From an optimization exercise on the open Yosys and OpenROAD flow, aimed at small area; shortcuts taken in it are not production practice. Only simulation tests tie the RTL to the original design; equivalence was not proved. Power figures rest on the tool's default switching activity, not on a simulated workload.

## garnet
Design dcs_decoder, start of the top module:
module dcs_decoder (
    input  wire        clk,
    input  wire        rst_n,
    input  wire [15:0] cfg_alpha,
    input  wire [25:0] cfg_spb,
    input  wire        in_valid,
    output wire        in_ready,
    input  wire [15:0] in_sample,
    output reg         out_valid,
    output wire        out_bnd,
    output wire        out_bit,
    output reg         out_found,
    output wire [8:0]  out_code,
    output wire        out_inv,
    output reg         out_event
);
    localparam [11:0] NUDGE_K = 12'd3277;
    localparam [10:0] SC      = 11'h38a;    
    reg  [4:0]         mc;           
    reg  [4:0]         pc;           
    reg  [26:0]        pacc;         
    reg  [21:0]        nudge;
    reg  [23:0]        y;
    reg                prev_pos, prev_neg;
    reg  [26:0]        phase;
    reg                lt;
    reg  [23:0]        acc_lo;       
    reg  [11:0]        acc_hi;
    reg                acc_inc, acc_dec;
    reg  [22:0]        win;          
    reg                bnd;
    reg  [10:0]        sa, sb;
    reg  [23:0]        e;
    reg  [8:0]         last_code;    
    reg                last_inv;
    reg  [7:0]         counter;
    wire mstart = (mc == 5'd0) && in_valid && ((pc == 5'd0) || (pc >= 5'd13));
    wire accept = (mc == 5'd16);
    assign in_ready = accept;
    assign out_bnd  = bnd;
    assign out_bit  = win[22];
    assign out_code = last_code;
    assign out_inv  = last_inv;
    wire [15:0] alpha_r = {cfg_alpha[14:0], cfg_alpha[15]};   
    wire        abit    = alpha_r[mc[3:0]];               
    wire [15:0] k_r     = {2'b00, NUDGE_K, 2'b00};        
    wire        kbit    = k_r[pc[3:0]];                   
    reg  [27:0] opnd;
    always @(*) begin
        if (mc != 5'd0)
            opnd = abit ? {{4{in_sample[15]}}, in_sample, 8'h00} : {{4{y[23]}}, y};
        else if (pc == 5'd1)
            opnd = {4'd0, acc_lo};
        else
            opnd = kbit ? {2'b00, cfg_spb} : 28'd0;
    end
    wire [27:0] sum;
  ...
For scale: ~77 I/O pins.
clock: 15.0 ns
lec_check: 0
abc_area: 1
cap_margin: 20
core_margin: 2
core_utilization: 40
place_density: 0.55
slew_margin: 20
synth_memory_max_bits: 65536
run.sh (not shown) runs the stock make flow with config.mk's settings and CLKGATE_MAP_FILE= SYNTH_SCRIPT=/design/flow/synth_recipe.tcl, a recipe that flattens the netlist after the stock synthesis.
garnet finished end to end and its layout was clean on timing, DRC and antenna.
Inputs modified between garnet and pepper:
Settings: CTS_CLUSTER_DIAMETER now 80, previously not set; CTS_CLUSTER_SIZE now 16, previously not set; CTS_BUF_LIST now sky130_fd_sc_hd__clkbuf_8, previously not set.
Notes after the runs:
pepper ended up with sky130_fd_sc_hd__clkdlybuf4s50_1 as its critical path's slowest cell; garnet ended up with sky130_fd_sc_hd__fa_1.
From garnet to pepper the numbers moved as follows: top achievable clock speed was more or less identical; global-route met2 utilization has decreased; transition at the pin with the smallest max-transition slack rose by 0.015 ns; non-filler instance count after layout down 17; routed wire length down 0.69%.
--- input diff pepper..yarrow ---
Settings: swapping 20 for 0 in SLEW_MARGIN; swapping 20 for 0 in CAP_MARGIN.
Notes after the runs:
yarrow finished every stage and its layout cleared the timing, design-rule and antenna checks. Diff yarrow..pepper | combinational group share of total power | negligible. Placed wire-length estimate delta (yarrow -> pepper): insignificant. As far as share of total power consumed by net switching is concerned, yarrow and pepper perform about the same. There was hardly any difference in cell area after layout between pepper and yarrow. yarrow -> pepper: fraction of layout instances using a drive strength above 1 flat. There was hardly any difference in portion of the clock cycle consumed by the worst path in the final layout between yarrow and pepper. pepper -> yarrow: final wirelength flat.
Changes in zinc relative to yarrow:
Settings: SLEW_MARGIN: 0 -> 20; CAP_MARGIN: 0 -> 20.
==> flow/flow/run.sh (new file) <==
#!/bin/bash
# Layout flow: the standard flow (standard.sh, the standard synthesis and
# ORFS steps) with one change: the port buffers that global placement inserts
# on every input and output are the platform's smallest buffer (buf_1)
# instead of the cell buffer_ports picks by default. The full make output is
# in flow_make.log; each ORFS step's log is under orfs/logs/.
set -euo pipefail
bash standard.sh "BUFFER_PORTS_ARGS=-buffer_cell sky130_fd_sc_hd__buf_1" finish > flow_make.log 2>&1
==> flow/standard.sh (new file) <==
#!/bin/bash
# synth_recipe.tcl (not shown) runs the flow's synth.tcl, then flattens the netlist and writes it again
# the make line also repeats each setting of config.mk as NAME=value (left out here)
make -C /OpenROAD-flow-scripts/flow DESIGN_CONFIG=/design/flow/config.mk WORK_HOME=/design/flow/orfs CLKGATE_MAP_FILE= SYNTH_SCRIPT=/design/flow/synth_recipe.tcl "${@:-finish}"
removed: flow/run.sh
--- outcome ---
No run among zinc and yarrow stopped early or left any final violation; all are clean.
Comparing zinc and yarrow, cell area after layout is higher on yarrow.
The higher clock skew of zinc and yarrow is in zinc.
Final hold slack in zinc vs yarrow: down 0.0097 ns
zinc ends up with a number of fillers in the final layout that is 0.57% higher than in yarrow.
Looking at start point of the critical path, the cfg_alpha[9] result is from yarrow; the cfg_spb[1] one comes from zinc.
NOTE: critical path depth in zinc exceeds that of yarrow
~same number of non-filler instances in the completed layout in zinc and yarrow

* * *

dcs_decoder, a different RTL version from the one above (not shown whole).
Size in the first run: roughly 77 I/O pins, about 14000 um^2 of cells after synthesis.
// dcs_decoder
module dcs_decoder (
    input  wire        clk,
    input  wire        rst_n,
    input  wire [15:0] cfg_alpha,
    input  wire [25:0] cfg_spb,
    input  wire        in_valid,
    output wire        in_ready,
    input  wire [15:0] in_sample,
    output reg         out_valid,
    output wire        out_bnd,
    output wire        out_bit,
    output reg         out_found,
    output wire [8:0]  out_code,
    output wire        out_inv,
    output reg         out_event
);
    localparam [11:0] NUDGE_K = 12'd3277;
    localparam [10:0] SC      = 11'h38a;    
    reg  [4:0]         mc;           
    reg  [4:0]         pc;           
    reg  [26:0]        pacc;         
    reg  [21:0]        nudge;
    reg  [23:0]        y;
    reg                prev_pos, prev_neg;
    reg  [26:0]        phase;
    reg                lt;
    reg  [23:0]        acc_lo;       
    reg  [11:0]        acc_hi;
    reg                acc_inc, acc_dec;
    reg  [22:0]        win;          
    reg                bnd;
    reg  [10:0]        sa, sb;
    reg  [11:0]        e;            
    reg                va;           
    reg  [8:0]         last_code;    
    reg                last_inv;
    reg  [7:0]         counter;
    wire mstart = (mc == 5'd0) && in_valid && ((pc == 5'd0) || (pc >= 5'd13));
    wire accept = (mc == 5'd16) && in_valid;
    assign in_ready = (mc == 5'd16);
    assign out_bnd  = bnd;
    assign out_bit  = win[22];
    assign out_code = last_code;
    assign out_inv  = last_inv;
    wire [15:0] alpha_r = {cfg_alpha[14:0], cfg_alpha[15]};   
    wire        abit    = alpha_r[mc[3:0]];               
    wire [15:0] k_r     = {2'b00, NUDGE_K, 2'b00};        
    wire        kbit    = k_r[pc[3:0]];                   
    reg  [27:0] opnd;
    always @(*) begin
        if (mc != 5'd0)
            opnd = abit ? {{4{in_sample[15]}}, in_sample, 8'h00} : {{4{y[23]}}, y};
        else if (pc == 5'd1)
            opnd = {4'd0, acc_lo};
        else
            opnd = kbit ? {2'b00, cfg_spb} : 28'd0;
    end
    wire [27:0] sum;
  ...
==> flow/config.mk <==
export PLATFORM = sky130hd
export DESIGN_NAME = dcs_decoder
export DESIGN_NICKNAME = dcs_decoder
export VERILOG_FILES = /design/flow/design.v
export SDC_FILE = /design/flow/constraint.sdc
export NUM_CORES = 4
export LEC_CHECK = 0
export ABC_AREA = 1
export CAP_MARGIN = 20
export CORE_MARGIN = 2
export CORE_UTILIZATION = 50
export CTS_BUF_LIST = sky130_fd_sc_hd__clkbuf_8
export PLACE_DENSITY = 0.6
export SLEW_MARGIN = 20
export SYNTH_MEMORY_MAX_BITS = 65536
==> flow/constraint.sdc <==
create_clock -name core_clock -period 15.0 [get_ports {clk}]
set_input_delay 3.0000 -clock core_clock [delete_from_list [all_inputs] [get_ports {clk}]]
set_output_delay 3.0000 -clock core_clock [all_outputs]
set_load 0.01 [all_outputs]
standard.sh (not shown) runs the stock make flow with config.mk's settings and CLKGATE_MAP_FILE= SYNTH_SCRIPT=/design/flow/synth_recipe.tcl, a recipe that flattens the netlist after the stock synthesis.
==> flow/flow/run.sh <==
#!/bin/bash
# Layout flow: the standard flow (standard.sh, the standard synthesis and
# ORFS steps) with one change: the port buffers that global placement inserts
# on every input and output are the platform's smallest buffer (buf_1)
# instead of the cell buffer_ports picks by default. The full make output is
# in flow_make.log; each ORFS step's log is under orfs/logs/.
set -euo pipefail
bash standard.sh "BUFFER_PORTS_ARGS=-buffer_cell sky130_fd_sc_hd__buf_1" finish > flow_make.log 2>&1
Edit:
--- a/flow/config.mk
+++ b/flow/config.mk
@@ -12,2 +12,5 @@
 export CTS_BUF_LIST = sky130_fd_sc_hd__clkbuf_8
+export CTS_CLUSTER_DIAMETER = 80
+export CTS_CLUSTER_SIZE = 16
+export GPL_TIMING_DRIVEN = 0
 export PLACE_DENSITY = 0.6
What happened: The changed run produced a clean layout. Total power goes down by 16%. Routed wire length goes up by 6.7%. Utilization goes down by 1.4 points. Clock skew goes up by 0.033 ns. Setup slack gets worse by 0.26 ns. Final area goes down by 2.5%. Final cell count goes up by 0.71%.
Edit:
--- a/flow/config.mk
+++ b/flow/config.mk
@@ -11,6 +11,5 @@
 export CORE_UTILIZATION = 50
-export CTS_BUF_LIST = sky130_fd_sc_hd__clkbuf_8
-export CTS_CLUSTER_DIAMETER = 80
-export CTS_CLUSTER_SIZE = 16
-export GPL_TIMING_DRIVEN = 0
+export CTS_BUF_LIST = sky130_fd_sc_hd__clkbuf_16
+export CTS_CLUSTER_DIAMETER = 100
+export CTS_CLUSTER_SIZE = 30
 export PLACE_DENSITY = 0.6
=>
- first-iteration DRC count decreases by 5.2%
- routed wire length is lower by 7.3%
- final cell count shrinks by 3.2%
- global-route usage fell by 2.3 points
- sequential power is about the same
- critical path depth is unchanged
- via count came out lower by 2.6%
- non-clock buffer count decreases by 61
- synthesized area is unchanged

==> afterwards: timing with drivers on the ports <==
In the flow no input, the clock included, has a driving cell. The finished layouts below were timed again as built, in two steps.
Step 1 (the two cells are an assumption about what drives the block):
set clk [get_ports {clk}]
set_driving_cell -lib_cell sky130_fd_sc_hd__clkbuf_16 $clk
set_driving_cell -lib_cell sky130_fd_sc_hd__buf_2 [delete_from_list [all_inputs] $clk]
Step 2 times the ports against the registers' clock, not the clock port: input delays grow and output delays shrink by t, the midpoint of the rising clock arrivals with the driver on.
Three values: ideal, step 1, step 2; two values: the first two.
run | shift t [ns] | setup slack, ns | slew at the worst register clock pin (ns)
garnet | 0.608 | 0.511 / 0.540 / -0.068 | 0.07 / 0.07
pepper | 0.597 | 0.525 / 0.544 / -0.052 | 0.11 / 0.11
yarrow | 0.597 | 0.525 / 0.544 / -0.053 | 0.11 / 0.11
zinc | 0.604 | 0.659 / 0.687 / 0.083 | 0.11 / 0.11
the first run of note 2 | 0.595 | 0.631 / 0.656 / 0.061 | 0.07 / 0.07
the second run of note 2 | 0.601 | 0.373 / 0.395 / -0.205 | 0.11 / 0.11
the third run of note 2 | 0.534 | 0.541 / 0.569 / 0.035 | 0.12 / 0.12
With both steps, setup timing fails in garnet, pepper, yarrow and the second run of note 2, where it was met with ideal ports. For garnet, which loses most, drivers alone change the setup slack by +0.029 ns; drivers and shift together by -0.579 ns.
